Background: an optimization exercise with open tools, aiming at small area, a short achievable clock period and few clock cycles per item. Do not read the settings as production practice. The RTL was checked by simulation tests, not by an equivalence proof against the original design.

==> inputs of run a <==
// pfe_bld
module pfe_bld (
    input  wire        clk,
    input  wire        rst,
    input  wire        in_valid,
    output wire        in_ready,
    input  wire [4:0]  in_op,
    input  wire [31:0] in_src,
    input  wire [31:0] in_dst,
    output reg         out_valid,
    input  wire        out_ready,
    output reg  [31:0] out_pix
);
clock: 16.0 ns
lec_check: 0
abc_clock_period_in_ps: 5000
cap_margin: 20
core_margin: 2
core_utilization: 40
setup_slack_margin: 5
slew_margin: 20
run.sh (not shown) runs the stock make flow with config.mk's settings and CLKGATE_MAP_FILE= SYNTH_SCRIPT=/design/flow/synth_recipe.tcl, a recipe that flattens the netlist after the stock synthesis.
==> run b: changes against run a <==
Settings changed: ABC_CLOCK_PERIOD_IN_PS 5000 to default, SETUP_SLACK_MARGIN 5 to default.
==> qor summary <==
quantity                                                                         run b                run a
Worst Skew                                                                     47.7 ps              45.5 ps
Post-route worst setup slack                                                   4810 ps              5690 ps
WL met3                                                                        19.4 mm              19.5 mm
Reg2Reg Setup Slack                                                            4810 ps              5690 ps
Final standard cell count with taps included and fillers excluded                12200                12200
Post-Route M1 WL                                                                126 mm               126 mm
Run status                                                              finished clean       finished clean
Via count                                                                        68200                68300
Synthesis-to-finish area growth                                                  7.78%                7.83%
Slew at the pin closest to its max-slew limit                                  1060 ps              1040 ps
Gates resized, CTS repair                                                            0                    1
Count of filler cells inserted in the layout                                     20700                20700
Arrival time worst endpoint                                                   11580 ps             10830 ps
Slowest cell delay on critical path                                             630 ps               620 ps
Capture point of the worst path                                    b2r[1][6]$_DFFE_PP_  b2r[1][1]$_DFFE_PP_
Max Fclk                                                                    0.0894 GHz           0.0970 GHz
Post-layout instance area                                                    91000 um2            91100 um2
Testbench counts of run a, summed over its fixed seeds: cycles 24,838, items 16,384.
Testbench counts of run b, summed over its fixed seeds: cycles 24,838, items 16,384.

==> inputs of 10-10 <==
pfe_bld, a different RTL version from the one above (not shown whole).
clock: 16.0 ns
lec_check: 0
cap_margin: 20
core_margin: 2
core_utilization: 40
setup_slack_margin: 5
slew_margin: 20
==> 02-13 (differences from 10-10) <==
--- a/flow/design.v
+++ b/flow/design.v
@@ -278,20 +278,21 @@
     wire f_neg   = f[19];
     wire use_alt = dk ? !f_neg : (lt & f_neg);
     wire y_lt_x = y[15:0] < x;
     wire [8:0]  u  = (mn && y_lt_x) ? ty[8:0] : tx;
     reg  [12:0] ta;
     always @* case (am)
         2'd0: ta = 13'd0;
         2'd1: ta = {4'b0, u};
-        2'd2: ta = ~{4'b0, u} + 13'd1;
-        default: ta = ~{3'b0, u, 1'b0} + 13'd1;
+        2'd2: ta = ~{4'b0, u};
+        default: ta = ~{3'b0, u, 1'b0};
     endcase
-    wire [12:0] r  = ({5'b0, s} & {13{ks}}) + ({5'b0, d} & {13{kd}}) + ta + ({{2{ty[10]}}, ty} & {13{bm}});
+    wire        tc = am[1];               
+    wire [12:0] r  = ({5'b0, s} & {13{ks}}) + ({5'b0, d} & {13{kd}}) + ta + ({{2{ty[10]}}, ty} & {13{bm}}) + {12'd0, tc};
     wire [9:0]  ra = {2'b0, d} + {1'b0, tx};
     wire [7:0]  cm = r[12] ? 8'd0 : (r[11:8] != 4'd0) ? 8'd255 : r[7:0];
     wire [7:0]  ca = (ra[9:8] != 2'd0) ? 8'd255 : ra[7:0];
     assign res = use_alt ? ca : cm;
 endmodule
 module pfe_bld_dstep4 (
     input  wire [7:0] rem_i,
     input  wire [7:0] qs_i,
@@ -327,68 +328,70 @@
     wire [7:0] c_y = op[0] ? da : sa;
     wire ovl_lo = {c_x, 1'b0} <= {1'b0, c_y};
     wire [7:0] l_x = is7 ? s : d;
     wire [7:0] l_y = is7 ? sa : da;
     wire lt_c = l_x < l_y;                     
     wire d_nz = d != 8'd0, s_nz = s != 8'd0;
     assign need = is7 ? (d_nz & lt_c) : is8 ? (s_nz & lt_c) : 1'b0;
     assign den  = is7 ? sa - s : s;
+    wire hi = is34 && !ovl_lo;
     reg [10:0] p, q;
     always @* begin
         p = {3'b0, ~da}; q = 11'd0;
         case (op)
             5'd1: q = {3'b0, d};
-            5'd3, 5'd4: q = {2'b0, d, 1'b0};
-            5'd2, 5'd11: p = 11'd0;
+            5'd3, 5'd4: if (hi) begin p = {2'b0, 1'b1, da}; q = ~{2'b0, d, 1'b0}; end
+                        else q = {2'b0, d, 1'b0};
+            5'd2, 5'd11: begin p = 11'd0; q = {3'b0, d}; end
             5'd10, 5'd17, 5'd19: p = {3'b0, da};
             5'd7: if (d_nz & lt_c) p = 11'd0;
             5'd8: if (s_nz & lt_c) p = 11'd0;
             default: ;
         endcase
-        if (op == 5'd2 || op == 5'd11) q = {3'b0, d};
     end
-    wire [10:0] a_sum = p + q;
-    wire [10:0] a_hi  = {2'b0, 1'b1, da} + ~{2'b0, d, 1'b0};    
-    assign a1 = (is34 && !ovl_lo) ? a_hi : a_sum;
-    wire [9:0] b_nd   = ~{2'b0, d} + 10'd1;
-    wire [9:0] b_dmda = {2'b0, d} - {2'b0, da};
-    wire [9:0] b_damd = {2'b0, da} - {2'b0, d};
+    assign a1 = p + q;
+    reg [9:0] bp, bq;
+    reg       bc;
     always @* begin
-        b2 = b_nd; g = 1'b1; m1g = 1'b0;
+        bp = ~{2'b0, d}; bq = 10'd0; bc = 1'b1; g = 1'b1; m1g = 1'b0;    
         case (op)
             5'd1: m1g = 1'b1;
-            5'd3, 5'd4: begin m1g = 1'b1; if (!ovl_lo) b2 = b_dmda; end
+            5'd3, 5'd4: begin m1g = 1'b1; if (hi) begin bp = {2'b0, d}; bq = ~{2'b0, da}; end end
             5'd2, 5'd11, 5'd17: g = 1'b0;
-            5'd10: begin b2 = {2'b0, d}; g = 1'b0; end
+            5'd10: begin bp = {2'b0, d}; bc = 1'b0; g = 1'b0; end
             5'd7: begin
-                if (d_nz & lt_c) begin b2 = {2'b0, d}; g = 1'b0; end
-                else begin m1g = 1'b1; if (d_nz) b2 = b_damd; end
+                if (d_nz & lt_c) begin bp = {2'b0, d}; bc = 1'b0; g = 1'b0; end
+                else begin m1g = 1'b1; if (d_nz) bq = {2'b0, da}; end
             end
             5'd8: begin
-                if (s_nz & lt_c) begin b2 = b_damd; g = 1'b0; end
-                else begin m1g = 1'b1; if (!lt_c) b2 = b_damd; end
+                if (s_nz & lt_c) begin bq = {2'b0, da}; g = 1'b0; end
+                else begin m1g = 1'b1; if (!lt_c) bq = {2'b0, da}; end
             end
             default: ;
         endcase
+        b2 = bp + bq + {9'd0, bc};
     end
 endmodule
 module pfe_bld (
     input  wire        clk,
     input  wire        rst,
     input  wire        in_valid,
     output wire        in_ready,
     input  wire [4:0]  in_op,
     input  wire [31:0] in_src,
     input  wire [31:0] in_dst,
     output reg         out_valid,
     input  wire        out_ready,
     output reg  [31:0] out_pix
 );
     genvar i;
+    reg        vi;
+    reg [4:0]  opi;
+    reg [31:0] srci, dsti;
     reg        v0;
     reg [4:0]  op0;
     reg [31:0] src0, dst0;
     reg        db0;               
     reg        bu0;               
     reg [2:0]  need0;             
     reg        busy0;             
     reg [2:0]  ph;                
@@ -397,50 +400,60 @@
     reg [9:0]  b2r [0:2];
     reg [2:0]  gr;
     reg [7:0]  den [0:2];
     reg [9:0]  den3 [0:2];
     reg [2:0]  vuse;
     reg        axn0;              
     reg        v1;
     reg        sv;                
+    wire       ldp   = !v0 || (!busy0 && (!v1 || !sv));    
     wire       adv0  = v0 && !busy0 && (!v1 || !sv);
-    assign in_ready  = !v0 || (!busy0 && (!v1 || !sv));
+    assign in_ready  = !vi || ldp;
+    always @(posedge clk) begin
+        if (rst) vi <= 1'b0;
+        else if (in_ready) vi <= in_valid;
+        if (in_ready) begin
+            opi  <= in_op;
+            srci <= in_src;
+            dsti <= in_dst;
+        end
+    end
     wire [7:0] sa = src0[31:24];
     wire [7:0] da = dst0[31:24];
     wire [10:0] pa1 [0:2];
     wire [9:0]  pb2 [0:2];
     wire [2:0]  pm1g, pg, pneed;
     wire [7:0]  pden [0:2];
     generate
         for (i = 0; i < 3; i = i + 1) begin : g_prep
             pfe_bld_prep u_prep (
-                .op(in_op), .s(in_src[8*i +: 8]), .d(in_dst[8*i +: 8]),
-                .sa(in_src[31:24]), .da(in_dst[31:24]),
+                .op(opi), .s(srci[8*i +: 8]), .d(dsti[8*i +: 8]),
+                .sa(srci[31:24]), .da(dsti[31:24]),
                 .a1(pa1[i]), .m1g(pm1g[i]), .b2(pb2[i]), .g(pg[i]),
                 .need(pneed[i]), .den(pden[i])
             );
         end
     endgenerate
     reg  [7:0] rem [0:2];
     reg  [7:0] qs  [0:2];
     reg  [2:0] sat;
     wire [2:0] sat_now;
     wire all_sat = &(sat_now | ~need0);
     always @(posedge clk) begin
         if (rst) v0 <= 1'b0;
-        else if (in_ready) v0 <= in_valid;
-        if (in_ready) begin
-            op0   <= in_op;
-            src0  <= in_src;
-            dst0  <= in_dst;
-            db0   <= (in_op == 5'd7) || (in_op == 5'd8);
-            bu0   <= in_op == 5'd8;
+        else if (ldp) v0 <= vi;
+        if (ldp) begin
+            op0   <= opi;
+            src0  <= srci;
+            dst0  <= dsti;
+            db0   <= (opi == 5'd7) || (opi == 5'd8);
+            bu0   <= opi == 5'd8;
             need0 <= pneed;
-            axn0  <= (in_op == 5'd18) || (in_op == 5'd20);
+            axn0  <= (opi == 5'd18) || (opi == 5'd20);
             busy0 <= |pneed;
         end else begin
             busy0 <= db0 && ((ph == 3'd0) ? (|need0) : (ph == 3'd1) || (ph == 3'd2) || (ph == 3'd4) ||
                                                         (ph == 3'd3 && !all_sat));
         end
     end
     always @(posedge clk) begin
         if (rst) ph <= 3'd0;
@@ -464,21 +477,22 @@
                 .s(s), .a1(a1r[i]), .a1g(a1r[i] & {11{m1gr[i]}}), .sa(sa), .b2(b2r[i]),
                 .gd(d & {8{gr[i]}}), .vr(qs[i] & {8{vuse[i]}}), .vneg(bu0 & vuse[i]),
                 .x(xa[i]), .y(ya[i])
             );
             wire [7:0] r1, q1, r2, q2;
             pfe_bld_dstep4 u_d1 (.rem_i(rem[i]), .qs_i(qs[i]), .den(den[i]), .den3(den3[i]), .rem_o(r1), .qs_o(q1));
             pfe_bld_dstep4 u_d2 (.rem_i(r1), .qs_i(q1), .den(den[i]), .den3(den3[i]), .rem_o(r2), .qs_o(q2));
             assign sat_now[i] = sat[i] | (qs[i] >= da);
-            wire [9:0] b_fin = bu0 ? (sat_now[i] ? ~{2'b0, d} + 10'd1 : {2'b0, da} - {2'b0, d} - {2'b0, qs[i]})
-                                   : (sat_now[i] ? {2'b0, da} - {2'b0, d} : {2'b0, qs[i]} - {2'b0, d});
-            wire ld = need0[i] && !in_ready;
+            wire       bw   = bu0 & !sat_now[i];
+            wire [9:0] f_p  = bu0 ? (sat_now[i] ? 10'd0 : {2'b0, da}) : (sat_now[i] ? {2'b0, da} : {2'b0, qs[i]});
+            wire [9:0] b_fin = ~{2'b0, d} + f_p + (bw ? ~{2'b0, qs[i]} : 10'd0) + {8'd0, bw, !bw};
+            wire ld = need0[i] && !ldp;
             always @(posedge clk) begin
-                if (in_ready) begin
+                if (ldp) begin
                     a1r[i]  <= pa1[i];
                     m1gr[i] <= pm1g[i];
                     b2r[i]  <= pb2[i];
                     gr[i]   <= pg[i];
                     den[i]  <= pden[i];
                     vuse[i] <= 1'b0;
                 end else if (ld && ph == 3'd2) begin
                     a1r[i]  <= 11'd0;
==> flow/flow/run.sh (new file) <==
#!/bin/bash
set -euo pipefail
bash standard.sh SETUP_SLACK_MARGIN=11 finish > standard.log 2>&1
==> flow/standard.sh (new file) <==
#!/bin/bash
# synth_recipe.tcl (not shown) runs the flow's synth.tcl, then flattens the netlist and writes it again
# the make line also repeats each setting of config.mk as NAME=value (left out here)
make -C /OpenROAD-flow-scripts/flow DESIGN_CONFIG=/design/flow/config.mk WORK_HOME=/design/flow/orfs CLKGATE_MAP_FILE= SYNTH_SCRIPT=/design/flow/synth_recipe.tcl "${@:-finish}"
SETUP_SLACK_MARGIN = unset   (was 5)
removed: flow/run.sh
==> results_dict.tcl <==
set metrics [dict create \
    status "no timing/DRC/antenna violations" \
    grt_pass1_vias 71000 \
    vias 69500 \
    fin_area_um2 93390 \
    fin_util 0.4347 \
    dpl.hpwl_mm 228.1 \
    r2r_slack_ns 8.33 \
    nonClkBufAreaFrac 0.02031 \
    initial_core_util 0.4026 \
    final_cells 12390 \
    fmax_mhz 100.8 \
    synth_compound_area_frac 0.1418 \
    crit_top_cell "a21oi_1" \
    syn_nets 11590 \
    rr_worst_depth 20 \
    path_delay_family "compound AO/OA/AOI/OAI gates" \
]
[end of results for 10-10]
==> results_dict.tcl <==
set metrics [dict create \
    status "no timing/DRC/antenna violations" \
    syn_nets 11070 \
    nonClkBufAreaFrac 0.08681 \
    dpl.hpwl_mm 215.1 \
    crit_top_cell "ha_1" \
    fin_util 0.5015 \
    vias 70980 \
    rr_worst_depth 22 \
    grt_pass1_vias 72070 \
    fmax_mhz 166.0 \
]
[end of results for 02-13]
Testbench counts of 10-10, summed over its fixed seeds: cycles 24,838, items 16,384.
Testbench counts of 02-13, summed over its fixed seeds: cycles 24,846, items 16,384.

==> afterwards: timing with drivers on the ports <==
In the flow no input, the clock included, has a driving cell. The finished layouts below were timed again as built, in two steps.
Step 1 assumes that a clkbuf_16 drives the clock port and a buf_2 every other input.
Step 2 times the ports against the registers' clock, not the clock port: input delays grow and output delays shrink by t, the midpoint of the rising clock arrivals with the driver on.
Three values: ideal, step 1, step 2; two values: the first two.
run | t, ns | slack for setup (ns) | pins driven straight from the clock port
run a | 0.770 | 5.689 / 5.689 / 5.689 | 1
run b | 0.776 | 4.809 / 4.809 / 4.809 | 1
10-10 | 0.783 | 6.082 / 6.149 / 5.366 | 1
02-13 | 0.808 | 9.975 / 9.975 / 9.975 | 1
After both steps setup and hold are still met in every run listed. The setup slack of 10-10, which loses most, moves by +0.067 ns with the drivers and by -0.716 ns with both steps.
